What follows belongs to an exercise in optimizing a design on an open flow for small area, a short achievable clock period and few clock cycles; a production flow would make more cautious choices. In this exercise RTL edits were held to simulation tests only and were not proved equivalent to the original. Power is estimated from default activity; no workload was simulated.

== run A ==
Design drp_predictor, start of the top module:
module drp_predictor (
    input  wire        clk,
    input  wire        rst,
    input  wire        cmd_valid,
    output wire        cmd_ready,
    input  wire [2:0]  cmd_op,
    input  wire [15:0] cmd_arg,
    input  wire [31:0] cmd_data,
    output reg         resp_valid,
    output reg  [3:0]  resp_status,
    output reg         resp_flag,
    output reg  [31:0] resp_result
);
    localparam [31:0] MULT32 = 32'h9E3779B1;
    localparam        NB     = 16;
    localparam        DEPTH  = 4;
    localparam [2:0] OP_NOP   = 3'd0;
    localparam [2:0] OP_INIT  = 3'd1;
    localparam [2:0] OP_HASH  = 3'd2;
    localparam [2:0] OP_PRED  = 3'd3;
    localparam [2:0] OP_RHIT  = 3'd4;
    localparam [2:0] OP_DREAD = 3'd5;
    localparam [2:0] OP_RENC  = 3'd6;
    localparam [2:0] OP_RDEC  = 3'd7;
    localparam [3:0] ST_OK      = 4'd0;
    localparam [3:0] ST_CORRUPT = 4'd1;
    localparam [3:0] ST_ILLEGAL = 4'd4;
    localparam [3:0] ST_WRONG   = 4'd5;
    function [14:0] code_of;    
        input [7:0] r;
        begin
            if (r == 8'd0)        code_of = {4'd3,  11'd0};
            else if (r <= 8'd2)   code_of = {4'd4,  11'd2   + {3'd0, r} - 11'd1};
            else if (r <= 8'd6)   code_of = {4'd5,  11'd8   + {3'd0, r} - 11'd3};
            else if (r <= 8'd14)  code_of = {4'd6,  11'd24  + {3'd0, r} - 11'd7};
            else if (r <= 8'd30)  code_of = {4'd7,  11'd64  + {3'd0, r} - 11'd15};
            else if (r <= 8'd62)  code_of = {4'd8,  11'd160 + {3'd0, r} - 11'd31};
  ...
Size: ~2400 flip-flops, about 94000 sq um of cells after synthesis.
export LEC_CHECK = 0
export CAP_MARGIN = 20
export CORE_MARGIN = 2
export CORE_UTILIZATION = 60
export CTS_CLUSTER_DIAMETER = 60
export CTS_CLUSTER_SIZE = 30
export SLEW_MARGIN = 20
create_clock -name core_clock -period 12.0 [get_ports {clk}]
standard.sh (not shown) runs the stock make flow with config.mk's settings and CLKGATE_MAP_FILE= SYNTH_SCRIPT=/design/flow/synth_recipe.tcl, a recipe that flattens the netlist after the stock synthesis.
==> flow/flow/run.sh <==
#!/bin/bash
set -euo pipefail
bash standard.sh SETUP_SLACK_MARGIN=8 finish > standard.log 2>&1
Testbench counts of run A, summed over its fixed seeds: cycles 16,024.
Input-level comparison between run B and run A:
- a deleted CTS_CLUSTER_DIAMETER that had been 60
- an added SETUP_SLACK_MARGIN of 5
- a deleted CTS_CLUSTER_SIZE that had been 30
==> flow/run.sh (new file) <==
#!/bin/bash
# synth_recipe.tcl (not shown) runs the flow's synth.tcl, then flattens the netlist and writes it again
# the make line also repeats each setting of config.mk as NAME=value (left out here)
make -C /OpenROAD-flow-scripts/flow DESIGN_CONFIG=/design/flow/config.mk WORK_HOME=/design/flow/orfs CLKGATE_MAP_FILE= SYNTH_SCRIPT=/design/flow/synth_recipe.tcl finish
removed: flow/flow/run.sh
removed: flow/standard.sh
--- outcome ---
- As far as area after synthesis goes, run A and run B are indistinguishable; the numbers are identical.
- Final routed wirelength across all metal layers came out lower on run B than on run A.
- Signed area change from the synthesized netlist to the final layout delta for run B relative to run A: 3.5 points lower

* * *

Another version of the RTL of drp_predictor (not shown whole).
Size in the first run: about 5,900 cells after synthesis, about 2,400 flip-flops, ~93 I/O pins, roughly 0.093 mm^2 of cells after synthesis.
clock: 12.0 ns
lec_check: 0
cap_margin: 20
core_margin: 2
core_utilization: 60
cts_cluster_diameter: 60
cts_cluster_size: 30
slew_margin: 20
==> flow/flow/run.sh <==
#!/bin/bash
set -euo pipefail
bash standard.sh SETUP_SLACK_MARGIN=8.25 MATCH_CELL_FOOTPRINT=0 \
    "BUFFER_PORTS_ARGS=-buffer_cell sky130_fd_sc_hd__buf_4" finish > standard.log 2>&1
Testbench counts at the start, summed over its fixed seeds: cycles 16,024.
==> next run, changes <==
==> flow/flow/run.sh (replaced) <==
#!/bin/bash
set -euo pipefail
bash standard.sh SETUP_SLACK_MARGIN=8 MATCH_CELL_FOOTPRINT=0 \
    "BUFFER_PORTS_ARGS=-buffer_cell sky130_fd_sc_hd__buf_4" finish > standard.log 2>&1
After rerunning:
- The new run finished with timing, DRC and antenna clean
- routed wire length hardly moves
- count of clock-buffer cells in the layout stays the same
- worst setup slack loses 260 ps
- power fell by about 3%
- critical path depth does not change
- die area is unchanged
- area after synthesis stays the same
- non-clock buffer count fell by 52
- register-to-register slack loses 260 ps
- sequential share of layout area rises by 0.63 points
==> next run, changes <==
==> flow/flow/run.sh (replaced) <==
#!/bin/bash
set -euo pipefail
bash standard.sh SETUP_SLACK_MARGIN=8.5 MATCH_CELL_FOOTPRINT=0 \
    "BUFFER_PORTS_ARGS=-buffer_cell sky130_fd_sc_hd__buf_4" finish > standard.log 2>&1
- CORE_UTILIZATION: 60 -> 70
What happened:
- The changed run went through all stages and came out clean
- sequential power is about the same
- non-clock buffer count rises by 141
- total power increases by 5.6%
- cell area goes up by about 2.1%
- via count is higher by about 4%
- combinational power grows by 27%
- cell count goes down by about 1.9%
- wire length went down by 2.1%
- fmax went up by about 7%
- synthesized area is unchanged
- setup slack is better by 280 ps
==> next run, changes <==
- CORE_UTILIZATION: 70 -> 60
Non-clock buffer count goes up by 5.
Maximum frequency goes up by about 0.9%.
Via count goes down by about 1.2%.
Setup slack gets better by 33 ps.
Synthesized cell count is unchanged.
Wire length goes up by about 5.5%.

==> afterwards: timing with drivers on the ports <==
In the flow no input, the clock included, has a driving cell. The finished layouts below were timed again as built, in two steps.
Step 1 assumes that a clkbuf_16 drives the clock port and a buf_2 every other input.
Step 2 times the ports against the registers' clock, not the clock port: input delays grow and output delays shrink by t, the midpoint of the rising clock arrivals with the driver on.
Three values: ideal, step 1, step 2; two values: the first two.
run	t, ns	setup slack, ns	clock arrival spread, ns	worst slew at a driven data input, ns
run A	0.911	7.855 / 7.855 / 7.855	0.063 / 0.064	0.06
run B	0.971	6.297 / 6.297 / 6.297	0.058 / 0.058	0.04
the first run of note 2	0.887	8.152 / 8.146 / 8.152	0.051 / 0.051	0.04
the second run of note 2	0.902	7.889 / 7.889 / 7.889	0.056 / 0.056	0.04
the third run of note 2	0.905	8.173 / 8.092 / 8.258	0.044 / 0.044	0.05
the fourth run of note 2	0.908	8.206 / 8.116 / 8.302	0.061 / 0.060	0.04
After both steps every run listed still meets setup and hold.
